Source: an optimization exercise on an open RTL-to-GDS flow (aim: small area). Production flows keep margins and buffers that such runs may drop.
In this exercise RTL edits were held to simulation tests only and were not proved equivalent to the original.
Power and IR drop assume default switching activity.

`flow/design.v`:
```
module axi_rd_tracker (
    input  wire        clk,
    input  wire        rst_n,
    input  wire        arvalid,
    output reg         arready,
    input  wire [7:0]  arid,
    input  wire [31:0] araddr,
    input  wire [3:0]  arlen,
    output wire        rvalid,
    input  wire        rready,
    output wire [7:0]  rid,
    output wire [31:0] rdata,
    output wire        rlast,
    output reg         be_req_valid,
    output wire [31:0] be_req_addr,
    output reg  [3:0]  be_req_len,
    input  wire        cpl_valid,
    input  wire [31:0] cpl_addr,
    input  wire [31:0] cpl_data,
    output wire [4:0]  inflight,
    output reg         fault
);
    localparam NS  = 41;     
    localparam NU  = 16;     
    localparam NI  = 21;     
    reg [31:0]   dbuf  [0:NS-1];
    reg [NS-1:0] s_fill;             
    reg [NS-1:0] s_last;             
    reg [25:0]   u_hi   [0:NU-1];    
    reg [3:0]    u_lo   [0:NU-1];    
    reg [5:0]    u_slot [0:NU-1];    
    reg [15:0]   u_mask [0:NU-1];    
    reg [3:0]    uh, ut;             
    reg [5:0]    tail;               
    reg [5:0]    hs;                 
    reg [5:0]    pf;                 
    reg [5:0]    op;                 
    reg [4:0]    t_count;
    reg [3:0]    pq_count;
    reg          gap_front;          
    reg [7:0]    idf [0:NI-1];
    reg [4:0]    iw, ir;
    reg [1:0]    lq1, lq0, ro;
    reg          pv;
    reg [NU-1:0] psel;
    reg [3:0]    plo;
    reg [31:0]   pdata;
    reg [29:0]   be_addr_q;
    function [5:0] inc_s(input [5:0] p);
        inc_s = (p == NS - 1) ? 6'd0 : p + 6'd1;
    endfunction
    function [4:0] inc_i(input [4:0] p);
        inc_i = (p == NI - 1) ? 5'd0 : p + 5'd1;
    endfunction
    integer u, b, i;
    assign rvalid      = ro[1];
    assign rlast       = ro[1] & ro[0];
    assign rid         = ro[1] ? idf[ir] : 8'd0;
    assign rdata       = ro[1] ? dbuf[op] : (ro[0] ? 32'h55555555 : 32'hAAAAAAAA);
    assign inflight    = t_count;
    assign be_req_addr = {be_addr_q, 2'b00};
    wire ar_hs = arvalid & arready & ~fault;
    reg [5:0] p_base;
    reg [3:0] p_lo0;
    always @(*) begin
        p_base = 6'd0;
        p_lo0  = 4'd0;
        for (u = 0; u < NU; u = u + 1) begin
            p_base = p_base | (psel[u] ? u_slot[u] : 6'd0);
            p_lo0  = p_lo0  | (psel[u] ? u_lo[u]   : 4'd0);
        end
    end
    wire [3:0] p_k    = plo - p_lo0;
    wire [6:0] p_sum  = {1'b0, p_base} + {3'b000, p_k};
    wire [5:0] p_slot = (p_sum >= NS) ? p_sum - NS : p_sum[5:0];
    wire head_ok = s_fill[hs] | (pv & (p_slot == hs));
    wire d_last  = s_last[hs];
    wire pq_room = (pq_count <= 4'd6);
    wire drain   = ~fault & head_ok & pq_room;
    wire [1:0] n_push = drain ? (d_last ? 2'd2 : 2'd1) : 2'd0;
    wire advance = ~fault & ~(ro[1] & ~rready);
    wire pq_any  = (pq_count != 4'd0);
    wire pop     = advance & (pq_any | drain);
    wire f_last  = s_last[pf];
    wire [1:0] next_in = pq_any ? (gap_front ? 2'b01 : {1'b1, f_last}) :
                         drain  ? {1'b1, d_last} : 2'b00;
    wire deliver = advance & ro[1];
    wire [25:0] a_hi  = cpl_addr[31:6];
    wire [25:0] a_hm1 = cpl_addr[31:6] - 26'd1;
    wire [3:0]  a_lo  = cpl_addr[5:2];
    wire        a_ok  = cpl_valid & (cpl_addr[1:0] == 2'b00);
    reg [15:0]   lo_dec;
    reg [NU-1:0] e0, e1, bw, cand;
    always @(*) begin
        for (u = 0; u < 16; u = u + 1)
            lo_dec[u] = (a_lo == u);
        for (u = 0; u < NU; u = u + 1) begin
            e0[u]   = (u_hi[u] == a_hi);
            e1[u]   = (u_hi[u] == a_hm1);
            bw[u]   = (a_lo < u_lo[u]);
            cand[u] = a_ok & u_mask[u][a_lo] & ((e0[u] & ~bw[u]) | (e1[u] & bw[u]));
        end
    end
    reg [NU-1:0] c_hi, sel;
    reg          any_hi, seen;
    always @(*) begin
        for (u = 0; u < NU; u = u + 1)
            c_hi[u] = cand[u] & (u >= uh);
        any_hi = |c_hi;
        seen   = 1'b0;
        for (u = 0; u < NU; u = u + 1) begin
            sel[u] = (any_hi ? c_hi[u] : cand[u]) & ~seen;
            seen   = seen | (any_hi ? c_hi[u] : cand[u]);
        end
    end
    wire found    = |cand;
    wire cpl_fill = ~fault & found;
    wire cpl_bad  = ~fault & cpl_valid & ~found;
    wire [6:0] e_sum  = {1'b0, tail} + {3'b000, arlen};
    wire [5:0] e_slot = (e_sum >= NS) ? e_sum - NS : e_sum[5:0];
    reg [15:0] a_mask;
    reg [3:0]  a_off;
    always @(*)
        for (u = 0; u < 16; u = u + 1) begin
            a_off     = u[3:0] - araddr[5:2];
            a_mask[u] = (a_off <= arlen);
        end
    reg [NU-1:0] u_alloc;
    always @(*)
        for (u = 0; u < NU; u = u + 1)
            u_alloc[u] = ar_hs && (ut == u);
    reg [NU-1:0] m_load;
    reg [15:0]   m_val;
    always @(*) begin
        for (u = 0; u < NU; u = u + 1)
            m_load[u] = u_alloc[u] | ~rst_n;
        m_val = a_mask & {16{rst_n}};
    end
    wire [4:0] count_next = t_count + (ar_hs ? {1'b0, arlen} + 5'd1 : 5'd0) - {4'd0, drain};
    always @(posedge clk) begin
        be_addr_q  <= araddr[31:2];
        be_req_len <= arlen;
        psel       <= sel;
        plo        <= a_lo;
        pdata      <= cpl_data;
    end
    always @(posedge clk)
        for (i = 0; i < NS; i = i + 1)
            if (pv && p_slot == i)
                dbuf[i] <= pdata;
    always @(posedge clk)
        for (i = 0; i < NU; i = i + 1)
            if (u_alloc[i]) begin
                u_hi[i]   <= araddr[31:6];
                u_lo[i]   <= araddr[5:2];
                u_slot[i] <= tail;
            end
    always @(posedge clk)
        if (ar_hs)
            idf[iw] <= arid;
    always @(posedge clk)
        for (i = 0; i < NU; i = i + 1)
            for (b = 0; b < 16; b = b + 1)
                u_mask[i][b] <= (m_load[i] & m_val[b]) |
                                (u_mask[i][b] & ~m_load[i] & ~(cpl_fill & sel[i] & lo_dec[b]));
    always @(posedge clk) begin
        if (!rst_n) begin
            s_fill       <= {NS{1'b0}};
            s_last       <= {NS{1'b0}};
            uh           <= 4'd0;
            ut           <= 4'd0;
            tail         <= 6'd0;
            hs           <= 6'd0;
            pf           <= 6'd0;
            op           <= 6'd0;
            t_count      <= 5'd0;
            pq_count     <= 4'd0;
            gap_front    <= 1'b0;
            iw           <= 5'd0;
            ir           <= 5'd0;
            lq1          <= 2'b00;
            lq0          <= 2'b00;
            ro           <= 2'b00;
            pv           <= 1'b0;
            arready      <= 1'b1;
            be_req_valid <= 1'b0;
            fault        <= 1'b0;
        end else begin
            be_req_valid <= ar_hs;
            pv           <= cpl_fill;
            if (pv)
                s_fill[p_slot] <= 1'b1;
            if (!fault) begin
                if (ar_hs) begin
                    ut             <= ut + 4'd1;
                    iw             <= inc_i(iw);
                    tail           <= inc_s(e_slot);
                    s_last[e_slot] <= 1'b1;
                end
                if (drain) begin
                    hs <= inc_s(hs);
                    if (d_last)
                        uh <= uh + 4'd1;
                end
                t_count <= count_next;
                if (pop) begin
                    if (pq_any) begin
                        if (gap_front)
                            gap_front <= 1'b0;
                        else begin
                            gap_front <= f_last;
                            pf        <= inc_s(pf);
                        end
                    end else begin
                        gap_front <= d_last;
                        pf        <= inc_s(pf);
                    end
                end
                pq_count <= pq_count + {2'b00, n_push} - {3'b000, pop};
                if (advance) begin
                    ro  <= lq0;
                    lq0 <= lq1;
                    lq1 <= next_in;
                end
                if (deliver) begin
                    op         <= inc_s(op);
                    s_fill[op] <= 1'b0;
                    s_last[op] <= 1'b0;
                    if (ro[0])
                        ir <= inc_i(ir);
                end
                arready <= drain ? 1'b0 : (count_next < 5'd16);
                if (cpl_bad)
                    fault <= 1'b1;
            end
        end
    end
endmodule
```
`flow/run.sh`:
```
#!/bin/bash
# synth_recipe.tcl (not shown) runs the flow's synth.tcl, then flattens the netlist and writes it again
# the make line also repeats each setting of config.mk as NAME=value (left out here)
make -C /OpenROAD-flow-scripts/flow DESIGN_CONFIG=/design/flow/config.mk WORK_HOME=/design/flow/orfs CLKGATE_MAP_FILE= SYNTH_SCRIPT=/design/flow/synth_recipe.tcl finish
```
`flow/constraint.sdc`:
```
create_clock -name core_clock -period 12.0 [get_ports {clk}]
set_input_delay 2.4000 -clock core_clock [delete_from_list [all_inputs] [get_ports {clk}]]
set_output_delay 2.4000 -clock core_clock [all_outputs]
set_load 0.01 [all_outputs]
```
`flow/config.mk`:
```
export PLATFORM = sky130hd
export DESIGN_NAME = axi_rd_tracker
export DESIGN_NICKNAME = axi_rd_tracker
export VERILOG_FILES = /design/flow/design.v
export SDC_FILE = /design/flow/constraint.sdc
export NUM_CORES = 4
export LEC_CHECK = 0
export ABC_AREA = 1
export CAP_MARGIN = 20
export CORE_MARGIN = 2
export CORE_UTILIZATION = 40
export CTS_BUF_LIST = sky130_fd_sc_hd__clkbuf_16
export CTS_CLUSTER_DIAMETER = 100
export CTS_CLUSTER_SIZE = 22
export PLACE_DENSITY = 0.6
export SLEW_MARGIN = 20
```
==> results of run 1 <==
[cells by family (layout without fill, tap and decap cells)]
kind of cell / after synthesis / in the layout / share of synthesized area (%)
AO/OA/AOI/OAI: 1826 / 1826 / 10.7
adder cells (fa/ha/maj): 149 / 149 / 1.69
buffers and inverters: 1426 / 1644 / 5.10
flip-flops: 2547 / 2547 / 63.8
XOR/XNOR: 499 / 499 / 3.89
other: 1 / 7 / 0.00334
AND/OR/NAND/NOR: 3904 / 3904 / 14.8
[Yosys cell counts, types with 93 or more instances]
library cell  number  area [µm²]
a21oi_1          272        1360
a221oi_1         188        1650
a22o_1           163        1430
buf_2             93         465
clkbuf_1         333        1250
dfxtp_1          491        9830
edfxtp_1        2056       61700
ha_1             144        1800
inv_1            896        3360
nand2_1         2149        8070
nand3_1          372        1860
nand4_1          204        1280
nor2_1           887        3330
o211ai_1         224        1680
o21ai_0          498        2490
o22ai_1          137         857
xnor2_1          152        1330
xor2_1           347        3040
[critical path: cells and delay by family (launching register included)]
kind,cells,cell delay [ns]
buffers and inverters,7,1.40
adder cells (fa/ha/maj),5,1.59
XOR/XNOR,4,1.14
AO/OA/AOI/OAI,15,2.93
flip-flops,1,0.51
AND/OR/NAND/NOR,10,1.52
[area by class of cell]
class	instances	area, µm²	area share (%)
clock buffers	157	3930	3.17
flip-flops and latches	2547	71600	57.7
multi-input cells	6380	35800	28.8
clock inverters	97	663	0.535
repair buffers	462	3940	3.18
well taps	3724	4660	3.76
diodes	5	12.5	0.0101
inverters	928	3480	2.81
[power breakdown]
group,switching [W],internal (W)
clock network,0.00305,0.00249
logic,0.00151,0.000622
registers,0.000146,0.00977
[registers in the layout, indices dropped and copies added (netlist names), 4 cells and up, named ones only]
register    count
uh              4
dbuf         1312
u_slot         96
hs              6
u_mask        256
iw              5
be_req_len      4
pdata          32
ut              4
psel           16
ir              5
u_hi          416
u_lo           64
op              6
pf              6
idf           168
pq_count        4
s_fill         41
plo             4
tail            6
t_count         5
s_last         41
be_addr_q      30
[layer usage]
layer  share of wire (%)  routed length [µm]  vias up
li1                    -                   -    36500
met1                  40              164000    40900
met2                  45              184000     4318
met3                 9.3               37700      816
met4                 5.1               20900       20
met5               0.035                 143        -
[cell usage in the layout, fill, tap and decap left out, types with 204 or more instances in the layout]
cell and n:
nand2_1 2149, edfxtp_1 2056, inv_1 957, nor2_1 778, o21ai_0 497, dfxtp_1 480
nand3_1 367, xor2_1 347, a21oi_1 272, buf_4 265, o211ai_1 224, nand4_1 204
[how the worst min path moves through the flow]
stage	start	to
2_1_floorplan	s_fill[40]$_SDFF_PN0_	s_fill[40]$_SDFF_PN0_
3_3_place_gp	s_fill[40]$_SDFF_PN0_	s_fill[40]$_SDFF_PN0_
3_5_place_dp	s_fill[40]$_SDFF_PN0_	s_fill[40]$_SDFF_PN0_
4_1_cts	s_fill[40]$_SDFF_PN0_	s_fill[40]$_SDFF_PN0_
5_1_grt	s_fill[40]$_SDFF_PN0_	s_fill[40]$_SDFF_PN0_
6_report	lq1[1]$_SDFFE_PN0P_	lq1[1]$_SDFFE_PN0P_
[stage by stage]
step | std cells | worst slack (ns) | util, % | hold slack [ns]
4_1_cts | 14300 | 2.92 | 44.4 | 0.464
3_5_place_dp | 14000 | 2.24 | 42.8 | 0.450
6_report | 14300 | 2.82 | 44.4 | 0.465
5_1_grt | 14300 | 2.22 | 44.4 | 0.484
2_1_floorplan | 10400 | 5.59 | - | 0.431
3_3_place_gp | 14000 | 2.26 | 42.7 | 0.446
==> results.cfg, run 1 <==
[min_path]
min_path_type = reg2reg
holdPathStages = 2

[setup_path]
worstPathMaxFanout = 9
r2r_cells = 41
arrival_ns = 9.94
timing.rr.end = t_count[4]$_SDFFE_PN0N_
worst-setup-path-type = reg2reg
critPathSlowestCell = clkinv_1
crit_end = t_count[4]$_SDFFE_PN0N_
worst-r2r-setup-slack_ns = 2.82
start_kind = register
timing.rr.start = psel[1]$_DFF_P_
cpPeakStageDelay_ns = 0.71
cp-end-kind = register
required_ns = 12.76
crit_start = psel[1]$_DFF_P_

[global_route]
top_usage_layer = met2
grt_use_total_pct = 27.7
met1_usage_pct = 37.5
antenna_found_initial = 24
grt_pass1_vias = 76900
use_met3_pct = 4.62
use_met2_pct = 43.8
grt-ovfl-total = 0
grt_first_pass_wirelength_mm = 570
grt_max_degree = 82

[sta]
setup_tns_ns = 0
fmax_ghz = 0.109
clock_skew_ns = 0.106
setup-violations-final = 0
worst_slew_pin_slew_ns = 1.19
rsz0062_at_grt = no
hold_viol = 0
finalCriticalPeriod_ns = 9.18
slew_violations = 0
slew_headroom_pct = 20.2
post-route-period-util_pct = 76.5

[cells_and_area]
drive_gt1_share_pct = 6.86
nNetsFinal = 10700
syn_to_final_growth_pct = 10.5
fillCellCount = 25700
final_area_mm2 = 0.124

[route]
routed_wl_mm = 408
wl_per_cell_um = 28.5
firstDrtPassIters = 6
vias_per_cell = 5.78
detail-route-antenna-nets = 0
drtIter0Drc = 11000
num_vias = 82600
drc = 0

[power]
p_per_area_mw_per_mm2 = 142
vdd_drop_max_uv = 153
p_leak_nw = 45.2
p_total_w = 0.0176

[cts]
cts_resized = 0
clk_latency_ns = 0.90
cts_inserted_buffers = 152
h-tree-depth = 4
tritoncts = built
post_cts_buffers = 0
cts_sinks = 2547
cts-root-buf = clkbuf_16
cts_hold_buf = 0
clk_path_buf_depth = 4
clk_pin_slew_ns = 0.09

[floorplanning]
die_area_mm2 = 0.285
die_w_um = 534
coreArea_mm2 = 0.279
io_pins = 199
rows = 194
start_util_pct = 40.2
die_h_um = 534

[yosys]
synth_ff_type = edfxtp_1
yosysSeqAreaShare_pct = 63.8
yosys_register_bits = 2547
synth.distinct_cells = 73
syn_inst = 10400
synth_edf_count = 2056
avgSynthCellArea_um2 = 10.8
synthArstFlopShare_pct = 0
synthesis.area_mm2 = 0.112
ys_warn_count = 6

[job]
maxCapViolations = 0

[placed_design]
port_buffers = 194
gp_congestion = 1.02
postPlaceCellArea_mm2 = 0.119
dp_hpwl_mm = 255

[status]
outcome = complete, no violations
==> run 2, diff against run 1 <==
--- a/flow/config.mk
+++ b/flow/config.mk
@@ -13,3 +13,3 @@
 export CTS_CLUSTER_DIAMETER = 100
-export CTS_CLUSTER_SIZE = 22
+export CTS_CLUSTER_SIZE = 26
 export PLACE_DENSITY = 0.6
==> run 2 against run 1 <==
Effect of this change: clock power is 1% lower; worst hold slack improved by 0.0030 ns; die area is the same; cell count decreased by 0.11%; power fell by 0.46%; sequential cell count did not move; wire length about the same; cell area fell by 0.13%; critical path type unchanged; critical endpoint unchanged.
==> results.cfg, run 2 <==
[status]
outcome = complete, no violations

[route]
drtIter0Drc = 11100
drc = 0
num_vias = 82700
routed_wl_mm = 408
detail-route-antenna-nets = 0
vias_per_cell = 5.79
firstDrtPassIters = 8
wl_per_cell_um = 28.5

[min_path]
min_path_type = reg2reg
holdPathStages = 2
hp-start = lq1[1]$_SDFFE_PN0P_
min_to = lq1[1]$_SDFFE_PN0P_

[cts]
tritoncts = built
post_cts_buffers = 0
cts-root-buf = clkbuf_16
cts_inserted_buffers = 136
cts_sinks = 2547
clk_pin_slew_ns = 0.11
cts_hold_buf = 0
h-tree-depth = 4
cts_resized = 0
clk_path_buf_depth = 4
clk_latency_ns = 0.90

[setup_path]
start_kind = register
worst-setup-path-type = reg2reg
required_ns = 12.79
timing.rr.end = t_count[4]$_SDFFE_PN0N_
path_buf_inv = 7
arrival_ns = 9.98
path_delay_family = compound AO/OA/AOI/OAI gates
timing.rr.start = psel[1]$_DFF_P_
cp-end-kind = register
critPathSlowestCell = clkinv_1
worst-r2r-setup-slack_ns = 2.81
worstPathMaxFanout = 9
crit_start = psel[1]$_DFF_P_
crit_cells = 41
r2r_cells = 41
cpPeakStageDelay_ns = 0.72

[floorplanning]
start_util_pct = 40.2
rows = 194
io_pins = 199
die_h_um = 534
die_area_mm2 = 0.285
coreArea_mm2 = 0.279
die_w_um = 534

[yosys]
yosys_register_bits = 2547
avgSynthCellArea_um2 = 10.8
syn_inst = 10400
synth_most_common_cell = nand2_1
synth_edf_count = 2056
synth_top_area_share_pct = 55.0
yosysSeqAreaShare_pct = 63.8
yosysTopAreaCell = edfxtp_1
synthesis.area_mm2 = 0.112
synth.distinct_cells = 73
synthArstFlopShare_pct = 0
ys_warn_count = 6
synth_common_cells = nand2_1, edfxtp_1, inv_1
synth.area.top_cells = edfxtp_1, dfxtp_1, nand2_1
synth_ff_type = edfxtp_1

[sta]
fmax_ghz = 0.109
post-route-period-util_pct = 76.6
clock_skew_ns = 0.0759
finalCriticalPeriod_ns = 9.19
setup_tns_ns = 0
worst_slew_pin_slew_ns = 1.23
finalHoldWorstSlack_ns = 0.468
setup-violations-final = 0
slew_headroom_pct = 17.5
hold_viol = 0
slew_violations = 0
rsz0062_at_grt = no

[global_route]
grt-ovfl-total = 0
use_met3_pct = 4.82
use_met2_pct = 43.7
grt_pass1_vias = 76800
grt_first_pass_wirelength_mm = 569
antenna_found_initial = 19
met1_usage_pct = 37.4
grt_use_total_pct = 27.7
grt_max_degree = 82
top_usage_layer = met2

[cells_and_area]
top_regs = dbuf x1312, u_hi x416, u_mask x256
nNetsFinal = 10700
largest_reg_flops = 1312
most-common-layout-cells = nand2_1, edfxtp_1, inv_1
syn_to_final_growth_pct = 10.4
drive_gt1_share_pct = 6.94
final_common_cell = nand2_1
largest-register = dbuf

[placed_design]
gp_congestion = 1.02
dp_hpwl_mm = 255
port_buffers = 194

[power]
p_per_area_mw_per_mm2 = 141
p_sw_w = 0.00476
vdd_drop_max_uv = 165
pwr-share-clk_pct = 31.2
switching_share_pct = 27.2
p_leak_nw = 45.0
p_comb_share_pct = 12.2
p_seq_share_pct = 56.7
p_int_w = 0.0127

[job]
maxCapViolations = 0
-- run 2: cell counts after synthesis --
No cell type changed its count.
-- run 2: cells by family after synthesis --
group                      after synthesis  share of synthesized area [%]
AOI/OAI and AO/OA                     1826                           10.7
DFF                                   2547                           63.8
adders and majority gates              149                           1.69
other                                    1                        0.00334
xor gates and xnor gates               499                           3.89
buffers and inverters                 1426                           5.10
and+or+nand+nor                       3904                           14.8
-- run 2: worst max path at each step --
stage,endpoint,slack [ns]
after floorplan,arready$_SDFFE_PN1N_,5.59
after global placement,u_mask[15][9]$_DFF_P_,2.26
after detailed placement,u_mask[15][7]$_DFF_P_,2.24
after CTS,t_count[4]$_SDFFE_PN0N_,2.90
after global routing,t_count[4]$_SDFFE_PN0N_,2.22
final,t_count[4]$_SDFFE_PN0N_,2.81
-- run 2: power by group through the flow --
stage | registers [W] | logic [W] | clock network [W]
finish | 0.00992 | 0.00213 | 0.00546
global route | 0.00994 | 0.00230 | 0.00580
CTS | 0.00992 | 0.00209 | 0.00553
detailed placement | 0.0101 | 0.00208 | 0
global placement | 0.0101 | 0.00204 | 0
floorplan | 0.0101 | 0.00123 | 0
-- run 2: final cells by class --
type,count,area (µm²)
Clock inverter,92,806
Fill cell,25700,155000
Tap cell,3724,4660
Timing Repair Buffer,463,3950
Multi-Input combinational cell,6380,35800
Antenna cell,6,15.0
Clock buffer,144,3600
Sequential cell,2547,71600
Inverter,928,3480
-- run 2: worst reg2reg max path, delay by kind of cell, from the launching register on --
kind | cells | cell delay [ns]
AOI/OAI and AO/OA | 15 | 2.91
xor gates and xnor gates | 4 | 1.14
adders and majority gates | 5 | 1.60
buffers and inverters | 7 | 1.41
DFF | 1 | 0.53
and+or+nand+nor | 10 | 1.55
-- run 2: routing by layer --
layer / routed length, µm / vias to the layer above
li1: - / 36500
met1: 164000 / 40900
met2: 184000 / 4426
met3: 38300 / 814
met4: 20900 / 12
met5: 264 / -
-- run 2: stage by stage --
stage	total power [W]	std cells	area, µm²	setup WS (ns)	utilization (%)
after floorplan	0.0113	10400	112000	5.59	-
after global placement	0.0121	14000	119000	2.26	42.7
after detailed placement	0.0122	14000	119000	2.24	42.8
after CTS	0.0175	14300	124000	2.90	44.3
after global routing	0.0180	14300	124000	2.22	44.4
final	0.0175	14300	124000	2.81	44.4
==> run 3, diff against run 2 <==
--- a/flow/config.mk
+++ b/flow/config.mk
@@ -8,3 +8,3 @@
 export ABC_AREA = 1
-export CAP_MARGIN = 20
+export CAP_MARGIN = 10
 export CORE_MARGIN = 2
@@ -12,5 +12,5 @@
 export CTS_BUF_LIST = sky130_fd_sc_hd__clkbuf_16
-export CTS_CLUSTER_DIAMETER = 100
-export CTS_CLUSTER_SIZE = 26
+export CTS_CLUSTER_DIAMETER = 80
+export CTS_CLUSTER_SIZE = 18
 export PLACE_DENSITY = 0.6
-export SLEW_MARGIN = 20
+export SLEW_MARGIN = 10
==> run 3 against run 2 <==
Effect of this change: non-clock buffer count is 3 lower; wire length is 0.32% higher; global-route usage is 0.14 points higher; largest cell class unchanged.
==> results.cfg, run 3 <==
[global_route]
grt-ovfl-total = 0
grt_use_total_pct = 27.8
grt_first_pass_wirelength_mm = 573
grt_max_degree = 82
grt_pass1_vias = 77600
antenna_found_initial = 16

[yosys]
yosys_register_bits = 2547
synthArstFlopShare_pct = 0
synth.distinct_cells = 73
yosysTopAreaCell = edfxtp_1
synth_compound_gate_area_share_pct = 10.7
synth_top_family_by_area = simple AND/OR/NAND/NOR gates
synth-adder-area-share_pct = 1.69
synth_simple_gate_area_share_pct = 14.8
synth-xor-area-share_pct = 3.89
yosysSeqAreaShare_pct = 63.8
synth_ff_type = edfxtp_1
synth_edf_count = 2056
ys_warn_count = 6
synthesis.area_mm2 = 0.112
avgSynthCellArea_um2 = 10.8
syn_inst = 10400
synth_mux_area_share_pct = 0
synth_common_cells = nand2_1, edfxtp_1, inv_1
synth.area.top_cells = edfxtp_1, dfxtp_1, nand2_1
synth_most_common_cell = nand2_1
synth_top_area_share_pct = 55.0

[setup_path]
arrival_ns = 10.10
path_buf_inv = 5
cp-end-kind = register
path_delay_family = compound AO/OA/AOI/OAI gates
required_ns = 12.79
path_common_cell = nand2_1
timing.rr.start = psel[1]$_DFF_P_
start_kind = register
critPathSlowestCell = clkinv_1
cpPeakStageDelay_ns = 0.74
worstPathMaxFanout = 9
worst-setup-path-type = reg2reg
crit_start = psel[1]$_DFF_P_

[sta]
fmax_ghz = 0.107
finalCriticalPeriod_ns = 9.31
slew_violations = 0
post-route-period-util_pct = 77.6
clock_skew_ns = 0.120
slew_headroom_pct = 11.1
rsz0062_at_grt = no
fin_ws_ns = 2.69
hold_viol = 0
worst_slew_pin_slew_ns = 1.32
setup-violations-final = 0
setup_tns_ns = 0

[cts]
post_cts_buffers = 0
clk_latency_ns = 0.94
cts_sinks = 2547
h-tree-depth = 4
clk_pin_slew_ns = 0.08
cts_resized = 0
tritoncts = built
clk_path_buf_depth = 4
cts_inserted_buffers = 182
cts_hold_buf = 0
cts-root-buf = clkbuf_16

[placed_design]
pre_cts_slack_ns = 2.26
gp_congestion = 1.02
port_buffers = 194
dp_hpwl_mm = 255

[route]
vias_per_cell = 5.77
drc = 0
drtIter0Drc = 10900
wl_per_cell_um = 28.5
firstDrtPassIters = 6
num_vias = 82800
detail-route-antenna-nets = 0
routed_wl_mm = 409

[cells_and_area]
final_common_cell = nand2_1
syn_to_final_growth_pct = 11.4
fillCellCount = 25700
most-common-layout-cells = nand2_1, edfxtp_1, inv_1
nNetsFinal = 10800
utilization_pct = 44.8
top_regs = dbuf x1312, u_hi x416, u_mask x256
drive_gt1_share_pct = 7.17
largest_reg_flops = 1312
largest-register = dbuf

[floorplanning]
die_w_um = 534
start_util_pct = 40.2
coreArea_mm2 = 0.279
die_h_um = 534
die_area_mm2 = 0.285
rows = 194
io_pins = 199

[min_path]
min_path_type = reg2reg
hp-start = lq1[1]$_SDFFE_PN0P_

[power]
p_leak_nw = 45.7
vdd_drop_max_uv = 120
p_per_area_mw_per_mm2 = 146

[job]
maxCapViolations = 0

[status]
outcome = complete, no violations
run 3: routing by layer:
metal / routed length [µm] / GRT usage, %
met5: 54 / 0
met4: 21000 / 12.3
met3: 39200 / 4.83
met2: 185000 / 43.9
met1: 164000 / 37.7
run 3: cell type report:
type                            instances  area, µm²  area share, %
Sequential cell                      2547      71600           57.3
Multi-Input combinational cell       6380      35800           28.6
Tap cell                             3724       4660           3.73
Clock buffer                          185       4630           3.70
Timing Repair Buffer                  460       3910           3.12
Inverter                              928       3480           2.79
Clock inverter                        135        983          0.787
Antenna cell                            4       10.0        0.00801
run 3: report_power, final:
part	internal, W	leakage (nW)	switching [W]
registers	0.00977	22.6	0.000145
clock network	0.00297	3.02	0.00326
logic	0.000621	20.1	0.00151
run 3: worst paths after layout:
kind,to,slack (ns),cells past startpoint
hold / removal,lq1[1]$_SDFFE_PN0P_,0.46,2
hold reg to reg,lq1[1]$_SDFFE_PN0P_,0.46,2
setup / recovery,pq_count[3]$_SDFFE_PN0N_,2.69,38
setup reg to reg,pq_count[3]$_SDFFE_PN0N_,2.69,38
run 3: cell families (layout without fill, tap and decap cells):
family          after synthesis  after routing
fa+ha+maj                   149            149
compound gates             1826           1826
other cells                   1              6
simple gates               3904           3904
buf+inv                    1426           1708
flops                      2547           2547
xor+xnor                    499            499
run 3: tightest hold or removal path: stages (launching register included):
cell and delay [ns]:
dfxtp_1 0.31, nand2_1 0.06, a21oi_1 0.05
run 3: through the flow:
step	area [µm²]	std cells	power [W]	hold WS, ns
CTS	125000	14400	0.0183	0.463
floorplan	112000	10400	0.0113	0.431
global route	125000	14400	0.0188	0.482
finish	125000	14400	0.0183	0.464
detailed placement	119000	14000	0.0122	0.447
global placement	119000	14000	0.0121	0.446
==> run 4, diff against run 3 <==
==> flow/flow/run.sh (new file) <==
#!/bin/bash
set -euo pipefail
export BUFFER_PORTS_ARGS="-buffer_cell sky130_fd_sc_hd__buf_1"
export CTS_ARGS="-sink_clustering_enable -repair_clock_nets -sink_clustering_size 25 -sink_clustering_max_diameter 100 -buf_list sky130_fd_sc_hd__clkbuf_16 -dont_use_dummy_load"
export RECOVER_POWER=100
bash standard.sh > make.log 2>&1
==> flow/standard.sh (new file) <==
#!/bin/bash
# synth_recipe.tcl (not shown) runs the flow's synth.tcl, then flattens the netlist and writes it again
# the make line also repeats each setting of config.mk as NAME=value (left out here)
make -C /OpenROAD-flow-scripts/flow DESIGN_CONFIG=/design/flow/config.mk WORK_HOME=/design/flow/orfs CLKGATE_MAP_FILE= SYNTH_SCRIPT=/design/flow/synth_recipe.tcl "${@:-finish}"
--- a/flow/config.mk
+++ b/flow/config.mk
@@ -8,9 +8,6 @@
 export ABC_AREA = 1
-export CAP_MARGIN = 10
+export CAP_MARGIN = 20
 export CORE_MARGIN = 2
 export CORE_UTILIZATION = 40
-export CTS_BUF_LIST = sky130_fd_sc_hd__clkbuf_16
-export CTS_CLUSTER_DIAMETER = 80
-export CTS_CLUSTER_SIZE = 18
 export PLACE_DENSITY = 0.6
-export SLEW_MARGIN = 10
+export SLEW_MARGIN = 20
removed: flow/run.sh
==> run 4 against run 3 <==
Effect of this change: highest routed layer unchanged; cell area down 3.0%; wire length up 0.86%; critical endpoint is now rdata[1]; now fails the layout checks on max-capacitance violations, max-slew violations; cell count is 1.2% lower.
==> results.cfg, run 4 <==
[status]
outcome = complete, but fails checks
so.violations = max-capacitance violations, max-slew violations

[min_path]
hp-start = s_fill[40]$_SDFF_PN0_
min_path_type = reg2reg
min_to = s_fill[40]$_SDFF_PN0_
holdPathStages = 2

[setup_path]
crit_cells = 13
crit_end = rdata[1]
worst-setup-path-type = reg2out
timing.rr.end = dbuf[27][25]$_DFFE_PP_
path_buf_inv = 5
start_kind = register
cpPeakStageDelay_ns = 2.70
required_ns = 9.60
worstPathMaxFanout = 61
path_cells = nor2_4 > inv_1 > nor2_4 > buf_4 > inv_1 > nand3_1 > nor3_1 > nand4_1 > clkbuf_1 > nand2_1 > o211ai_1 > nand2_1 > buf_1
arrival_ns = 8.15
timing.rr.start = psel[1]$_DFF_P_
critPathSlowestCell = clkbuf_1
path_delay_family = buffers and inverters
worst-r2r-setup-slack_ns = 2.25
crit_start = op[4]$_SDFFE_PN0P_
r2r_cells = 28
cp-end-kind = primary output

[cts]
clk_latency_ns = 0.89
post_cts_buffers = 0
tritoncts = built
cts_resized = 0
h-tree-depth = 4
clk_path_buf_depth = 4
cts_inserted_buffers = 143
cts_sinks = 2547
cts-root-buf = clkbuf_16
cts_hold_buf = 0
clk_pin_slew_ns = 0.09

[cells_and_area]
most-common-layout-cells = nand2_1, edfxtp_1, inv_1
fin_cells = 14200
top_regs = dbuf x1312, u_hi x416, u_mask x256
utilization_pct = 43.4
final_common_cell = nand2_1
syn_to_final_growth_pct = 8.04
drive_gt1_share_pct = 4.94
nNetsFinal = 10700
largest_reg_flops = 1312
largest-register = dbuf

[yosys]
synth_mux_area_share_pct = 0
synth_ff_type = edfxtp_1
synthesis.area_mm2 = 0.112
synth_most_common_cell = nand2_1
syn_inst = 10400
synth.distinct_cells = 73
synthArstFlopShare_pct = 0
ys_warn_count = 6
synth_edf_count = 2056
yosys_register_bits = 2547
yosysTopAreaCell = edfxtp_1
synth.area.top_cells = edfxtp_1, dfxtp_1, nand2_1
synth-xor-area-share_pct = 3.89
synth_top_family_by_area = simple AND/OR/NAND/NOR gates
synth_top_area_share_pct = 55.0
yosysSeqAreaShare_pct = 63.8
synth_simple_gate_area_share_pct = 14.8
avgSynthCellArea_um2 = 10.8
synth_common_cells = nand2_1, edfxtp_1, inv_1
synth_compound_gate_area_share_pct = 10.7
synth-adder-area-share_pct = 1.69

[power]
vdd_drop_max_uv = 127
switching_share_pct = 26.5
p_comb_share_pct = 12.1
p_int_w = 0.0125
pg_seq_w = 0.00993
p_seq_share_pct = 58.6
power.group.top = sequential cells
pwr-share-clk_pct = 29.3
comb_cell_power_w = 0.00205
p_per_area_mw_per_mm2 = 140
p_leak_nw = 43.4
p_clk_w = 0.00497
p_sw_w = 0.00449

[floorplanning]
rows = 194
coreArea_mm2 = 0.279
start_util_pct = 40.2
io_pins = 199
die_h_um = 534
die_w_um = 534
die_area_mm2 = 0.285

[route]
wl_met3_mm = 39.0
vias_per_cell = 5.82
wl_per_cell_um = 29.1
drc = 0
drtIter0Drc = 10600
routed_wl_mm = 412
wl_met2_mm = 185
detail-route-antenna-nets = 0
wl_met1_mm = 165
num_vias = 82600
firstDrtPassIters = 8
top_layer = met5

[placed_design]
dp_cells = 14000
port_buffers = 194
dp_hpwl_mm = 254
gp_congestion = 1.02

[sta]
clock_skew_ns = 0.0967
post-route-period-util_pct = 87.9
setup_tns_ns = 0
finalHoldWorstSlack_ns = 0.468
slew_headroom_pct = -174
finalCriticalPeriod_ns = 10.55
hold_viol = 0
rsz0062_at_grt = no
fmax_ghz = 0.0948
worst_slew_pin_slew_ns = 4.11
setup-violations-final = 0
slew_violations = 3955

[global_route]
grt_first_pass_wirelength_mm = 575
antenna_found_initial = 28
grt_pass1_vias = 77800
grt_max_degree = 82
grt-ovfl-total = 0
grt_use_total_pct = 28.1

[job]
maxCapViolations = 121
run 4: cell counts after synthesis:
No cell type changed its count.
run 4: worst max path at each step:
stage | start | to | cells past startpoint
after floorplan | psel[0]$_DFF_P_ | arready$_SDFFE_PN1N_ | 42
after global placement | cpl_addr[6] | u_mask[15][3]$_DFF_P_ | 33
after detailed placement | cpl_addr[6] | u_mask[8][11]$_DFF_P_ | 30
after CTS | psel[1]$_DFF_P_ | arready$_SDFFE_PN1N_ | 38
run 4: power groups by stage:
| stage | Clock [W] | Sequential, W | Combinational [W] |
|---|---|---|---|
| detailed placement | 0 | 0.0101 | 0.00201 |
| CTS | 0.00504 | 0.00991 | 0.00202 |
| global placement | 0 | 0.0101 | 0.00197 |
| floorplan | 0 | 0.0101 | 0.00123 |
run 4: per-stage QoR:
stage	setup WS, ns	total power [W]	cell area (µm²)
global placement	2.91	0.0121	118000
floorplan	5.59	0.0113	112000
finish	1.45	0.0169	121000
detailed placement	2.80	0.0121	118000
CTS	3.21	0.0170	122000
global route	1.15	0.0175	121000
run 4: cell families (layout without fill, tap and decap cells):
logic type,count (synthesis),after routing
and+or+nand+nor,3904,3904
DFF,2547,2547
AOI/OAI and AO/OA,1826,1826
buffers and inverters,1426,1529
xor gates and xnor gates,499,499
adders and majority gates,149,149
other,1,11
run 4: area by class of cell:
type | count | area, µm²
Fill cell | 26200 | 158000
Sequential cell | 2547 | 71600
Multi-Input combinational cell | 6380 | 35700
Tap cell | 3724 | 4660
Clock buffer | 143 | 3580
Inverter | 928 | 3480
Timing Repair Buffer | 458 | 2270
Antenna cell | 9 | 22.5
run 4: layer usage:
metal  vias up  GRT usage, %
li1      36400             -
met1     41000          37.7
met2      4345          44.6
met3       833          4.73
met4        16          12.6
met5         -             0
==> run 5, diff against run 4 <==
--- a/flow/flow/run.sh
+++ b/flow/flow/run.sh
@@ -4,3 +4,2 @@
 export CTS_ARGS="-sink_clustering_enable -repair_clock_nets -sink_clustering_size 25 -sink_clustering_max_diameter 100 -buf_list sky130_fd_sc_hd__clkbuf_16 -dont_use_dummy_load"
-export RECOVER_POWER=100
 bash standard.sh > make.log 2>&1
==> run 5 against run 4 <==
Effect of this change: now clean on timing, DRC and antenna; sequential share of layout area fell by 0.28 points; critical path depth is 25 higher; register-to-register slack improved by 0.85 ns; worst setup slack improved by 1.7 ns; non-clock buffer count is the same; clock skew is 0.0033 ns lower; largest power group unchanged.
==> results.cfg, run 5 <==
[sta]
slew_headroom_pct = 11.5
worst_slew_pin_slew_ns = 1.32
setup_tns_ns = 0
slew_violations = 0
finalHoldWorstSlack_ns = 0.469
post-route-period-util_pct = 74.2
hold_viol = 0
finalCriticalPeriod_ns = 8.90
fmax_ghz = 0.112
clock_skew_ns = 0.0933
rsz0062_at_grt = no
setup-violations-final = 0

[cts]
cts_sinks = 2547
tritoncts = built
clk_latency_ns = 0.89
clk_path_buf_depth = 4
cts_inserted_buffers = 143
clk_pin_slew_ns = 0.10
cts-root-buf = clkbuf_16
h-tree-depth = 4
post_cts_buffers = 0
cts_hold_buf = 0
cts_resized = 0

[global_route]
antenna_found_initial = 24
grt_pass1_vias = 77800
grt_first_pass_wirelength_mm = 575
grt-ovfl-total = 0
grt_use_total_pct = 28.1
grt_max_degree = 82

[floorplanning]
start_util_pct = 40.2
die_w_um = 534
rows = 194
die_h_um = 534
io_pins = 199
coreArea_mm2 = 0.279
die_area_mm2 = 0.285

[cells_and_area]
nNetsFinal = 10700
final_common_cell = nand2_1
drive_gt1_share_pct = 6.52
largest-register = dbuf
largest_reg_flops = 1312
syn_to_final_growth_pct = 8.57
top_regs = dbuf x1312, u_hi x416, u_mask x256
final_area_mm2 = 0.122
fin_cells = 14200
most-common-layout-cells = nand2_1, edfxtp_1, inv_1
fillCellCount = 26100

[placed_design]
dp_cells = 14000
port_buffers = 194
postPlaceCellArea_mm2 = 0.118
gp_congestion = 1.02
dp_hpwl_mm = 254

[yosys]
synthArstFlopShare_pct = 0
synth.area.top_cells = edfxtp_1, dfxtp_1, nand2_1
yosysTopAreaCell = edfxtp_1
yosys_register_bits = 2547
synthesis.area_mm2 = 0.112
synth.distinct_cells = 73
synth_common_cells = nand2_1, edfxtp_1, inv_1
avgSynthCellArea_um2 = 10.8
ys_warn_count = 6
synth_edf_count = 2056
yosysSeqAreaShare_pct = 63.8
synth_ff_type = edfxtp_1
synth_most_common_cell = nand2_1
synth_top_area_share_pct = 55.0
syn_inst = 10400

[power]
p_comb_share_pct = 12.1
p_seq_share_pct = 58.5
vdd_drop_max_uv = 127
p_leak_nw = 44.0
p_int_w = 0.0125
p_per_area_mw_per_mm2 = 139
pwr-share-clk_pct = 29.3
p_sw_w = 0.00449
switching_share_pct = 26.5

[route]
drtIter0Drc = 10600
routed_wl_mm = 412
firstDrtPassIters = 8
drc = 0
vias_per_cell = 5.82
num_vias = 82600
detail-route-antenna-nets = 0
wl_per_cell_um = 29.1

[setup_path]
start_kind = register
required_ns = 12.71
path_common_cell = nand2_1
cpPeakStageDelay_ns = 0.70
worstPathMaxFanout = 9
critPathSlowestCell = clkinv_1
worst-setup-path-type = reg2reg
arrival_ns = 9.60
cp-end-kind = register

[status]
outcome = complete, no violations

[min_path]
min_path_type = reg2reg

[job]
maxCapViolations = 0
## run 5: cell counts after synthesis
Identical to the previous run, type by type.
## run 5: cells by family (layout without fill, tap and decap cells)
| kind of cell | Yosys count | count (layout) | share of synthesized area [%] |
|---|---|---|---|
| and+or+nand+nor | 3904 | 3904 | 14.8 |
| DFF | 2547 | 2547 | 63.8 |
| AOI/OAI and AO/OA | 1826 | 1826 | 10.7 |
| buffers and inverters | 1426 | 1529 | 5.10 |
| xor gates and xnor gates | 499 | 499 | 3.89 |
| adders and majority gates | 149 | 149 | 1.69 |
| other | 1 | 6 | 0.00334 |
## run 5: worst max-delay path: cells and delay by family, from the launching register on
kind                       cells  cell delay, ns
AOI/OAI and AO/OA             15            3.28
adders and majority gates      5            1.55
and+or+nand+nor                9            1.42
buffers and inverters          5            1.17
xor gates and xnor gates       4            0.85
DFF                            1            0.49
## run 5: cell type report
cell class                 instances  area (µm²)  area share (%)
tap                             3724        4660            3.82
inverter                         928        3480            2.86
sequential                      2547       71600            58.8
multi-input combinational       6380       35800            29.4
clock buffer                     143        3580            2.94
antenna                            4        10.0         0.00822
timing repair buffer             458        2760            2.26
## run 5: per-stage QoR
stage | total power, W | util (%) | setup WS [ns]
6_report | 0.0169 | 43.6 | 3.10
5_1_grt | 0.0175 | 43.6 | 2.24
3_5_place_dp | 0.0121 | 42.3 | 2.80
3_3_place_gp | 0.0121 | 42.3 | 2.91
4_1_cts | 0.0170 | 43.6 | 3.21
2_1_floorplan | 0.0113 | - | 5.59
## run 5: worst paths after layout
path,from,to,depth (start not counted),slack [ns]
hold reg to reg,s_fill[40]$_SDFF_PN0_,s_fill[40]$_SDFF_PN0_,2,0.47
setup / recovery,psel[1]$_DFF_P_,arready$_SDFFE_PN1N_,38,3.10
hold / removal,s_fill[40]$_SDFF_PN0_,s_fill[40]$_SDFF_PN0_,2,0.47
setup reg to reg,psel[1]$_DFF_P_,arready$_SDFFE_PN1N_,38,3.10
## run 5: per-layer routing
metal | track usage [%] | part of all wire [%]
met3 | 4.73 | 9.5
met2 | 44.6 | 45
met4 | 12.6 | 5.2
met1 | 37.7 | 40
met5 | 0 | 0.028
## run 5: power groups by stage
| stage | registers, W | clock network, W | logic, W |
|---|---|---|---|
| floorplan | 0.0101 | 0 | 0.00123 |
| global placement | 0.0101 | 0 | 0.00197 |
| detailed placement | 0.0101 | 0 | 0.00201 |
| CTS | 0.00991 | 0.00504 | 0.00202 |
| global route | 0.00994 | 0.00530 | 0.00224 |
| finish | 0.00991 | 0.00497 | 0.00206 |
==> run 6, diff against run 5 <==
--- a/flow/design.v
+++ b/flow/design.v
@@ -91,2 +91,3 @@
     wire        a_ok  = cpl_valid & (cpl_addr[1:0] == 2'b00);
+    wire         p_same = pv & (plo == a_lo);    
     reg [15:0]   lo_dec;
@@ -95,3 +96,3 @@
         for (u = 0; u < 16; u = u + 1)
-            lo_dec[u] = (a_lo == u);
+            lo_dec[u] = (plo == u);
         for (u = 0; u < NU; u = u + 1) begin
@@ -100,3 +101,4 @@
             bw[u]   = (a_lo < u_lo[u]);
-            cand[u] = a_ok & u_mask[u][a_lo] & ((e0[u] & ~bw[u]) | (e1[u] & bw[u]));
+            cand[u] = a_ok & u_mask[u][a_lo] & ~(p_same & psel[u]) &
+                      ((e0[u] & ~bw[u]) | (e1[u] & bw[u]));
         end
@@ -164,3 +166,3 @@
                 u_mask[i][b] <= (m_load[i] & m_val[b]) |
-                                (u_mask[i][b] & ~m_load[i] & ~(cpl_fill & sel[i] & lo_dec[b]));
+                                (u_mask[i][b] & ~m_load[i] & ~(pv & psel[i] & lo_dec[b]));
     always @(posedge clk) begin
==> flow/run.sh (new file) <==
#!/bin/bash
# synth_recipe.tcl (not shown) runs the flow's synth.tcl, then flattens the netlist and writes it again
# the make line also repeats each setting of config.mk as NAME=value (left out here)
make -C /OpenROAD-flow-scripts/flow DESIGN_CONFIG=/design/flow/config.mk WORK_HOME=/design/flow/orfs CLKGATE_MAP_FILE= SYNTH_SCRIPT=/design/flow/synth_recipe.tcl finish
--- a/flow/config.mk
+++ b/flow/config.mk
@@ -7,3 +7,2 @@
 export LEC_CHECK = 0
-export ABC_AREA = 1
 export CAP_MARGIN = 20
@@ -11,2 +10,5 @@
 export CORE_UTILIZATION = 40
+export CTS_BUF_LIST = sky130_fd_sc_hd__clkbuf_16
+export CTS_CLUSTER_DIAMETER = 100
+export CTS_CLUSTER_SIZE = 25
 export PLACE_DENSITY = 0.6
removed: flow/flow/run.sh
removed: flow/standard.sh
==> run 6 against run 5 <==
Effect of this change: cell area is 1.2% lower; sequential cell count did not move; largest power group unchanged; worst hold slack worse by 0.0045 ns; via count shrank 8.2%; clock-buffer cell count up 3; worst setup slack improved by 0.60 ns; clock skew is 0.014 ns lower; synthesized cell count shrank 24%; cell count shrank 18%; still clean.
==> results.cfg, run 6 <==
[cts]
cts-root-buf = clkbuf_16
cts_hold_buf = 0
post_cts_buffers = 0
tritoncts = built
cts_resized = 0
h-tree-depth = 4
cts_sinks = 2547
clk_pin_slew_ns = 0.10
clk_path_buf_depth = 4
cts_inserted_buffers = 141
clk_latency_ns = 0.90

[cells_and_area]
final_common_cell = edfxtp_1
nNetsFinal = 8181
seqCellArea_mm2 = 0.0716
multi_input_area_mm2 = 0.0354
largest_reg_flops = 1312
drive_gt1_share_pct = 10.4
syn_to_final_growth_pct = 10.3
most-common-layout-cells = edfxtp_1, dfxtp_1, xnor2_1
largest-register = dbuf
fillCellCount = 24300
top_regs = dbuf x1312, u_hi x416, u_mask x256

[power]
switching_share_pct = 24.9
p_leak_nw = 38.2
pwr-share-clk_pct = 32.5
p_comb_share_pct = 8.4
p_per_area_mw_per_mm2 = 137
p_total_w = 0.0165
vdd_drop_max_uv = 140
p_seq_share_pct = 59.1
p_int_w = 0.0124
p_sw_w = 0.00412

[sta]
finalCriticalPeriod_ns = 8.30
clock_skew_ns = 0.0798
hold_viol = 0
post-route-period-util_pct = 69.2
worst_slew_pin_slew_ns = 1.27
rsz0062_at_grt = no
setup-violations-final = 0
setup_tns_ns = 0
slew_violations = 0
slew_headroom_pct = 14.7
fmax_ghz = 0.120

[setup_path]
path_common_cell = buf_4
required_ns = 9.60
cp-end-kind = primary output
critPathSlowestCell = buf_4
worst-setup-path-type = reg2out
path_buf_inv = 5
worstPathMaxFanout = 33
path_delay_family = simple AND/OR/NAND/NOR gates
start_kind = register
arrival_ns = 5.90
cpPeakStageDelay_ns = 0.67
path_cells = nand2_1 > inv_1 > nand2_1 > nor2_4 > buf_4 > nor4_1 > nand4_1 > nor3_2 > buf_4 > a2111oi_0 > buf_4 > nor2_1 > clkdlybuf4s50_1

[floorplanning]
die_w_um = 526
start_util_pct = 40.2
io_pins = 199
rows = 191
coreArea_mm2 = 0.271
die_area_mm2 = 0.277
die_h_um = 526

[yosys]
yosys_register_bits = 2547
avgSynthCellArea_um2 = 13.9
syn_inst = 7842
synth_common_cells = edfxtp_1, dfxtp_1, xnor2_1
yosysTopAreaCell = edfxtp_1
yosysSeqAreaShare_pct = 65.6
synthesis.area_mm2 = 0.109
synth_edf_count = 2056
ys_warn_count = 6
synth_most_common_cell = edfxtp_1
synth.area.top_cells = edfxtp_1, dfxtp_1, xnor2_1
synth.distinct_cells = 105
synth_ff_type = edfxtp_1
synthArstFlopShare_pct = 0
synth_top_area_share_pct = 56.6

[min_path]
min_path_type = reg2reg

[route]
wl_per_cell_um = 35.9
routed_wl_mm = 416
drtIter0Drc = 12200
num_vias = 75800
firstDrtPassIters = 8
drc = 0
vias_per_cell = 6.54
detail-route-antenna-nets = 0

[global_route]
grt_use_total_pct = 29.1
antenna_found_initial = 18
grt_first_pass_wirelength_mm = 569
grt-ovfl-total = 0
grt_pass1_vias = 70900
grt_max_degree = 137

[placed_design]
dp_hpwl_mm = 231
gp_congestion = 0.983
port_buffers = 194

[status]
outcome = complete, no violations

[job]
maxCapViolations = 0
-- run 6: final timing paths --
kind,start,to,slack [ns],cells past startpoint
worst min register to register,lq0[1]$_SDFFE_PN0P_,ro[1]$_SDFFE_PN0P_,0.46,2
worst max register to register,psel[4]$_DFF_P_,pq_count[3]$_SDFFE_PN0N_,3.88,24
worst max-delay path,op[2]$_SDFFE_PN0P_,rdata[27],3.70,13
worst min-delay path,lq0[1]$_SDFFE_PN0P_,ro[1]$_SDFFE_PN0P_,0.46,2
-- run 6: power groups by stage --
stage	logic, W	registers [W]	clock network, W
global placement	0.00135	0.00995	0
finish	0.00139	0.00976	0.00538
detailed placement	0.00136	0.00996	0
floorplan	0.000790	0.00990	0
global route	0.00148	0.00978	0.00571
CTS	0.00137	0.00976	0.00542
-- run 6: cell type report --
class | count | share of cell area, %
flip-flops and latches | 2547 | 59.5
multi-input cells | 4594 | 29.4
well taps | 3570 | 3.71
repair buffers | 457 | 3.23
clock buffers | 146 | 3.04
inverters | 178 | 0.560
clock inverters | 89 | 0.544
diodes | 7 | 0.0146
-- run 6: kinds of logic (layout without fill, tap and decap cells) --
logic type	count (synthesis)	after routing	synth area share (%)
DFF	2547	2547	65.6
AOI/OAI and AO/OA	1936	1936	13.1
and+or+nand+nor	1555	1555	7.48
xor gates and xnor gates	762	762	6.14
buffers and inverters	702	870	2.52
muxes	190	190	3.43
adders and majority gates	149	149	1.74
other	1	9	0.00344
-- run 6: routing by layer --
layer	GRT usage (%)	part of all wire, %	wire [µm]
met5	0	0.0067	28
met4	13.9	5.9	24400
met3	5.15	11	46200
met2	45.8	45	189000
met1	39.0	38	157000
-- run 6: per-stage QoR --
step | cell area (µm²) | hold WS, ns | util [%] | setup WS, ns | std cells
after floorplan | 109000 | 0.429 | - | 3.57 | 7843
after global placement | 116000 | 0.441 | 42.7 | 2.53 | 11300
after detailed placement | 116000 | 0.452 | 42.8 | 3.17 | 11300
after CTS | 120000 | 0.466 | 44.3 | 3.81 | 11600
after global routing | 120000 | 0.495 | 44.4 | 3.49 | 11600
final | 120000 | 0.464 | 44.4 | 3.70 | 11600
-- run 6: worst reg2reg max path: stages, from the launching register on --
cell	delay [ns]
dfxtp_1	0.62
a22o_1	0.35
a221oi_1	0.46
nand4_1	0.16
ha_1	0.25
fa_1	0.41
xnor2_1	0.45
ha_1	0.38
xnor2_1	0.63
nand2_1	0.21
nor2_1	0.26
a2bb2oi_1	0.38
or3_1	0.30
nand3_1	0.10
a211o_1	0.31
o41ai_2	0.60
nand3_1	0.61
ha_1	0.50
inv_1	0.06
ha_1	0.27
a21o_1	0.18
a21oi_1	0.16
xor2_1	0.16
nor2_1	0.05
a211oi_1	0.20
==> run 7, diff against run 6 <==
--- a/flow/design.v
+++ b/flow/design.v
@@ -44,3 +44,4 @@
     reg          pv;
-    reg [NU-1:0] psel;
+    reg [NU-1:0] pcand;              
+    reg [NU-1:0] psel;               
     reg [3:0]    plo;
@@ -62,2 +63,14 @@
     wire ar_hs = arvalid & arready & ~fault;
+    reg [NU-1:0] c_hi;
+    reg          any_hi, seen;
+    always @(*) begin
+        for (u = 0; u < NU; u = u + 1)
+            c_hi[u] = pcand[u] & (u >= uh);
+        any_hi = |c_hi;
+        seen   = 1'b0;
+        for (u = 0; u < NU; u = u + 1) begin
+            psel[u] = (any_hi ? c_hi[u] : pcand[u]) & ~seen;
+            seen    = seen | (any_hi ? c_hi[u] : pcand[u]);
+        end
+    end
     reg [5:0] p_base;
@@ -105,14 +118,2 @@
     end
-    reg [NU-1:0] c_hi, sel;
-    reg          any_hi, seen;
-    always @(*) begin
-        for (u = 0; u < NU; u = u + 1)
-            c_hi[u] = cand[u] & (u >= uh);
-        any_hi = |c_hi;
-        seen   = 1'b0;
-        for (u = 0; u < NU; u = u + 1) begin
-            sel[u] = (any_hi ? c_hi[u] : cand[u]) & ~seen;
-            seen   = seen | (any_hi ? c_hi[u] : cand[u]);
-        end
-    end
     wire found    = |cand;
@@ -144,3 +145,3 @@
         be_req_len <= arlen;
-        psel       <= sel;
+        pcand      <= cand;
         plo        <= a_lo;
==> run 7 against run 6 <==
Effect of this change: still clean on timing, DRC and antenna; sequential power is essentially flat; global-route usage shrank 2.6 points; wire length shrank 9.5%; clock-buffer cell count shrank 11; sequential share of layout area grew 0.25 points; critical path type is now reg2reg; critical endpoint is now arready$_SDFFE_PN1N_; largest power group unchanged.
==> results.cfg, run 7 <==
[route]
firstDrtPassIters = 6
drc = 0
routed_wl_mm = 376
detail-route-antenna-nets = 0
num_vias = 72200
drtIter0Drc = 10200
wl_per_cell_um = 32.9
vias_per_cell = 6.31

[global_route]
grt_max_degree = 177
grt_use_total_pct = 26.5
grt-ovfl-total = 0
met1_usage_pct = 35.1
use_met3_pct = 4.15
antenna_found_initial = 7
grt_first_pass_wirelength_mm = 525
top_usage_layer = met2
grt_pass1_vias = 68900
use_met2_pct = 43.5

[yosys]
synth_top_area_share_pct = 56.9
synth.area.top_cells = edfxtp_1, dfxtp_1, xnor2_1
avgSynthCellArea_um2 = 14.1
synthArstFlopShare_pct = 0
synth.distinct_cells = 103
yosys_register_bits = 2547
synth_most_common_cell = edfxtp_1
synth_edf_count = 2056
yosysTopAreaCell = edfxtp_1
ys_warn_count = 6
syn_inst = 7693
synth_ff_type = edfxtp_1
synthesis.area_mm2 = 0.108
synth_common_cells = edfxtp_1, dfxtp_1, xnor2_1
yosysSeqAreaShare_pct = 66.0

[sta]
hold_viol = 0
setup_tns_ns = 0
fmax_ghz = 0.0901
clock_skew_ns = 0.0573
slew_violations = 0
rsz0062_at_grt = no
worst_slew_pin_slew_ns = 1.24
slew_headroom_pct = 16.7
finalCriticalPeriod_ns = 11.10
post-route-period-util_pct = 92.5
setup-violations-final = 0

[setup_path]
timing.rr.start = uh[1]$_SDFFE_PN0P_
worst-r2r-setup-slack_ns = 0.90
cp-end-kind = register
worstPathMaxFanout = 19
critPathSlowestCell = dfxtp_1
worst-setup-path-type = reg2reg
path_common_cell = inv_1
required_ns = 12.75
cpPeakStageDelay_ns = 0.65
start_kind = register
arrival_ns = 11.85
crit_start = uh[1]$_SDFFE_PN0P_

[floorplanning]
die_h_um = 525
io_pins = 199
die_w_um = 525
rows = 191
start_util_pct = 40.1
die_area_mm2 = 0.275
coreArea_mm2 = 0.270

[placed_design]
port_buffers = 194
gp_congestion = 0.932
postPlaceCellArea_mm2 = 0.115
dp_hpwl_mm = 219

[cts]
clk_pin_slew_ns = 0.10
cts-root-buf = clkbuf_16
cts_hold_buf = 0
post_cts_buffers = 0
cts_resized = 0
clk_latency_ns = 0.88
h-tree-depth = 4
clk_path_buf_depth = 3
cts_sinks = 2547
cts_inserted_buffers = 132
tritoncts = built

[power]
vdd_drop_max_uv = 162
p_leak_nw = 37.8
p_per_area_mw_per_mm2 = 137
p_total_w = 0.0164

[cells_and_area]
final_common_cell = edfxtp_1
top_regs = dbuf x1312, u_hi x416, u_mask x256
largest-register = dbuf
nNetsFinal = 8023
largest_reg_flops = 1312
most-common-layout-cells = edfxtp_1, xnor2_1, dfxtp_1
syn_to_final_growth_pct = 10.5
utilization_pct = 44.3
drive_gt1_share_pct = 10.1
final_area_mm2 = 0.120

[status]
outcome = complete, no violations

[min_path]
min_path_type = reg2reg
hp-start = lq0[0]$_SDFFE_PN0P_

[job]
maxCapViolations = 0
run 7: through the flow:
step | cells | setup slack [ns] | hold WS [ns]
after global routing | 11400 | 0.156 | 0.478
after floorplan | 7694 | 2.47 | 0.420
after CTS | 11400 | 0.699 | 0.452
after global placement | 11200 | 0.567 | 0.430
after detailed placement | 11200 | 0.724 | 0.438
final | 11400 | 0.896 | 0.440
run 7: path summary, 6_finish.rpt:
path | endpoint | depth (start not counted)
max | arready$_SDFFE_PN1N_ | 44
min | ro[0]$_SDFFE_PN0P_ | 2
max reg2reg | arready$_SDFFE_PN1N_ | 44
min reg2reg | ro[0]$_SDFFE_PN0P_ | 2
run 7: area by class of cell:
class / count / area, µm²
Sequential cell: 2547 / 71600
Multi-Input combinational cell: 4453 / 34800
Tap cell: 3570 / 4470
Inverter: 179 / 672
Clock buffer: 135 / 3380
Clock inverter: 103 / 985
Fill cell: 24000 / 150000
Antenna cell: 4 / 10.0
Timing Repair Buffer: 447 / 3900
run 7: report_power, final:
group | switching (W) | leakage [nW] | internal [W]
clock network | 0.00311 | 2.31 | 0.00222
registers | 0.000141 | 22.5 | 0.00963
logic | 0.000855 | 13.0 | 0.000446
total | 0.00410 | 37.8 | 0.0123
run 7: worst max-delay path, delay by kind of cell (launching register included):
kind            cells  cell delay [ns]
compound gates     15             3.43
xor+xnor            5             1.43
fa+ha+maj           6             1.72
buf+inv             9             1.18
flops               1             0.65
simple gates        9             2.59
run 7: kinds of logic (layout without fill, tap and decap cells):
family                   after synthesis  after routing  synth area share (%)
AND/OR/NAND/NOR                     1438           1438                  6.94
multiplexers                         191            191                  3.60
other                                  1              6               0.00346
buffers and inverters                694            864                  2.44
adder cells (fa/ha/maj)              151            151                  1.77
AO/OA/AOI/OAI                       1806           1806                  12.2
flip-flops                          2547           2547                  66.0
XOR/XNOR                             865            865                  7.01
run 7: per-layer routing:
metal	vias up	share of wire (%)
li1	30300	-
met1	37000	39
met2	4200	47
met3	743	9.3
met4	2	4.5
met5	-	0.0037
==> run 8, diff against run 7 <==
==> flow/flow/run.sh (new file) <==
#!/bin/bash
set -euo pipefail
export BUFFER_PORTS_ARGS="-buffer_cell sky130_fd_sc_hd__buf_1"
export CTS_ARGS="-sink_clustering_enable -repair_clock_nets -sink_clustering_size 25 -sink_clustering_max_diameter 100 -buf_list sky130_fd_sc_hd__clkbuf_16 -dont_use_dummy_load"
bash standard.sh > make.log 2>&1
==> flow/standard.sh (new file) <==
#!/bin/bash
# synth_recipe.tcl (not shown) runs the flow's synth.tcl, then flattens the netlist and writes it again
# the make line also repeats each setting of config.mk as NAME=value (left out here)
make -C /OpenROAD-flow-scripts/flow DESIGN_CONFIG=/design/flow/config.mk WORK_HOME=/design/flow/orfs CLKGATE_MAP_FILE= SYNTH_SCRIPT=/design/flow/synth_recipe.tcl "${@:-finish}"
--- a/flow/config.mk
+++ b/flow/config.mk
@@ -10,5 +10,2 @@
 export CORE_UTILIZATION = 40
-export CTS_BUF_LIST = sky130_fd_sc_hd__clkbuf_16
-export CTS_CLUSTER_DIAMETER = 100
-export CTS_CLUSTER_SIZE = 25
 export PLACE_DENSITY = 0.6
removed: flow/run.sh
==> run 8 against run 7 <==
Effect of this change: sequential cell count unchanged; clock skew increased by 0.069 ns; via count up 0.26%; power down 2.7%; largest cell class unchanged; critical path depth up 1; first-iteration DRC count increased by 8.3%; sequential share of layout area grew 0.87 points; highest routed layer unchanged; worst hold slack worse by 0.0081 ns; cell count is 0.64% lower.
==> results.cfg, run 8 <==
[status]
outcome = complete, no violations

[cts]
cts_inserted_buffers = 141
cts_resized = 0
cts_sinks = 2547
clk_pin_slew_ns = 0.10
clk_path_buf_depth = 4
cts-root-buf = clkbuf_16
h-tree-depth = 4
clk_latency_ns = 0.88
tritoncts = built
cts_hold_buf = 0
post_cts_buffers = 0

[setup_path]
worstPathMaxFanout = 19
path_buf_inv = 10
path_delay_family = compound AO/OA/AOI/OAI gates
required_ns = 12.69
path_common_cell = inv_1
worst-setup-path-type = reg2reg
worst-r2r-setup-slack_ns = 0.75
timing.rr.end = arready$_SDFFE_PN1N_
r2r_cells = 45
timing.rr.start = uh[1]$_SDFFE_PN0P_
start_kind = register
critPathSlowestCell = a2111oi_0
cpPeakStageDelay_ns = 0.76
cp-end-kind = register
arrival_ns = 11.94

[floorplanning]
io_pins = 199
die_h_um = 525
die_area_mm2 = 0.275
rows = 191
coreArea_mm2 = 0.270
start_util_pct = 40.1
die_w_um = 525

[power]
p_sw_w = 0.00381
pwr-share-clk_pct = 30.8
p_int_w = 0.0121
vdd_drop_max_uv = 149
p_comb_share_pct = 7.9
p_seq_share_pct = 61.2
p_per_area_mw_per_mm2 = 135
p_leak_nw = 36.9
p_total_w = 0.0159
switching_share_pct = 23.9

[sta]
slew_violations = 0
clock_skew_ns = 0.126
fin_ws_ns = 0.749
fmax_ghz = 0.0889
slew_headroom_pct = 16.3
hold_viol = 0
finalCriticalPeriod_ns = 11.25
setup_tns_ns = 0
finalHoldWorstSlack_ns = 0.432
rsz0062_at_grt = no
worst_slew_pin_slew_ns = 1.25
post-route-period-util_pct = 93.8
setup-violations-final = 0

[global_route]
grt_max_degree = 118
grt_pass1_vias = 69200
met1_usage_pct = 35.2
use_met2_pct = 43.0
antenna_found_initial = 11
top_usage_layer = met2
use_met3_pct = 3.61
grt_first_pass_wirelength_mm = 524
grt-ovfl-total = 0
grt_use_total_pct = 26.4

[placed_design]
postPlaceCellArea_mm2 = 0.115
pre_cts_slack_ns = 0.880
gp_congestion = 0.902
dp_hpwl_mm = 217
port_buffers = 194

[yosys]
ys_warn_count = 6
synthArstFlopShare_pct = 0
synth_common_cells = edfxtp_1, dfxtp_1, xnor2_1
synth.distinct_cells = 103
synthesis.area_mm2 = 0.108
synth_most_common_cell = edfxtp_1
yosys_register_bits = 2547
synth_ff_type = edfxtp_1
yosysTopAreaCell = edfxtp_1
synth_top_area_share_pct = 56.9
synth.area.top_cells = edfxtp_1, dfxtp_1, xnor2_1
yosysSeqAreaShare_pct = 66.0
avgSynthCellArea_um2 = 14.1
synth_edf_count = 2056
syn_inst = 7693

[route]
drc = 0
routed_wl_mm = 375
drtIter0Drc = 11000
vias_per_cell = 6.37
num_vias = 72400
firstDrtPassIters = 9
detail-route-antenna-nets = 0
wl_per_cell_um = 33.0

[cells_and_area]
seqCellArea_mm2 = 0.0716
syn_to_final_growth_pct = 8.94
nNetsFinal = 8058
final_area_mm2 = 0.118
multi_input_area_mm2 = 0.0348
top_regs = dbuf x1312, u_hi x416, u_mask x256
drive_gt1_share_pct = 10.1
most-common-layout-cells = edfxtp_1, xnor2_1, dfxtp_1
final_common_cell = edfxtp_1
largest_reg_flops = 1312
largest-register = dbuf
fillCellCount = 24100

[min_path]
min_path_type = reg2reg
min_to = ro[0]$_SDFFE_PN0P_
holdPathStages = 2
hp-start = lq0[0]$_SDFFE_PN0P_

[job]
maxCapViolations = 0
## run 8: changes by cell type in the layout (fill, tap and decap cells not counted), moves of 12 or more
cell / change
inv_1: -59
clkdlybuf4s50_1: -182
buf_4: +16
clkbuf_2: +23
clkinv_16: -12
buf_1: +168
## run 8: per-layer routing
metal  part of all wire [%]  vias to the layer above
li1                       -                    30200
met1                     39                    37000
met2                     47                     4369
met3                    9.5                      802
met4                    4.9                        6
met5                 0.0080                        -
## run 8: logic make-up after synthesis
group	share of synthesized area, %
mux	3.60
fa+ha+maj	1.77
buf+inv	2.44
flops	66.0
xor+xnor	7.01
simple gates	6.94
compound gates	12.2
other cells	0.00346
## run 8: area by class of cell
cell class	instances	area share, %
flip-flops and latches	2547	60.6
well taps	3570	3.78
diodes	2	0.00424
clock buffers	141	2.99
repair buffers	473	2.59
inverters	179	0.569
multi-input cells	4453	29.4
## run 8: worst reg2reg max path, delay by kind of cell (launching register included)
| kind | cells | cell delay (ns) |
|---|---|---|
| AO/OA/AOI/OAI | 15 | 3.54 |
| buffers and inverters | 10 | 1.46 |
| XOR/XNOR | 5 | 1.34 |
| adder cells (fa/ha/maj) | 6 | 1.72 |
| AND/OR/NAND/NOR | 9 | 2.40 |
| flip-flops | 1 | 0.66 |
## run 8: how the worst max path moves through the flow
| stage | slack [ns] | to | start | depth (start not counted) |
|---|---|---|---|---|
| detailed placement | 0.88 | arready$_SDFFE_PN1N_ | uh[1]$_SDFFE_PN0P_ | 45 |
| global placement | 0.92 | arready$_SDFFE_PN1N_ | uh[1]$_SDFFE_PN0P_ | 45 |
| finish | 0.75 | arready$_SDFFE_PN1N_ | uh[1]$_SDFFE_PN0P_ | 45 |
| floorplan | 2.47 | dbuf[32][0]$_DFFE_PP_ | uh[0]$_SDFFE_PN0P_ | 35 |
| global route | 0.09 | arready$_SDFFE_PN1N_ | uh[1]$_SDFFE_PN0P_ | 45 |
| CTS | 0.83 | arready$_SDFFE_PN1N_ | uh[1]$_SDFFE_PN0P_ | 45 |
## run 8: metrics by stage
step	cells	util (%)
after floorplan	7694	-
after global placement	11200	42.4
after detailed placement	11200	42.4
after CTS	11400	43.7
after global routing	11400	43.7
final	11400	43.7
## run 8: power by group through the flow
stage | registers, W | clock network [W] | logic, W
CTS | 0.00976 | 0.00497 | 0.00125
finish | 0.00976 | 0.00492 | 0.00126
global placement | 0.00996 | 0 | 0.00122
detailed placement | 0.00997 | 0 | 0.00124
global route | 0.00978 | 0.00524 | 0.00135
floorplan | 0.00991 | 0 | 0.000757

afterwards: timing with drivers on the ports:
Ports are ideal in the flow. The routed layouts listed here were re-timed in OpenROAD. Step 1 assumes that a clkbuf_16 drives the clock port and a buf_2 every other input. Step 2 also shifts input and output timing later by t, the mid clock arrival at the registers, as if the neighbouring blocks saw the same clock. Slacks: ideal / step 1 / step 2; pairs: ideal / step 1.
run	t, ns	slack for setup (ns)	latest minus earliest clock arrival (ns)	pins driven straight from the clock port
run 1	0.950	2.825 / 2.825 / 1.996	0.111 / 0.111	1
run 2	0.967	2.807 / 2.807 / 1.947	0.086 / 0.086	1
run 3	0.981	2.692 / 2.692 / 1.883	0.120 / 0.120	1
run 4	0.951	1.447 / 1.340 / 0.681	0.096 / 0.097	1
run 5	0.950	3.101 / 3.101 / 2.472	0.093 / 0.093	1
run 6	0.958	3.697 / 3.597 / 2.829	0.085 / 0.084	1
run 7	0.945	0.896 / 0.896 / 0.896	0.060 / 0.060	1
run 8	0.926	0.749 / 0.749 / 0.749	0.134 / 0.134	1
For run 6, which loses most, drivers alone change the setup slack by -0.100 ns; drivers and shift together by -0.868 ns.
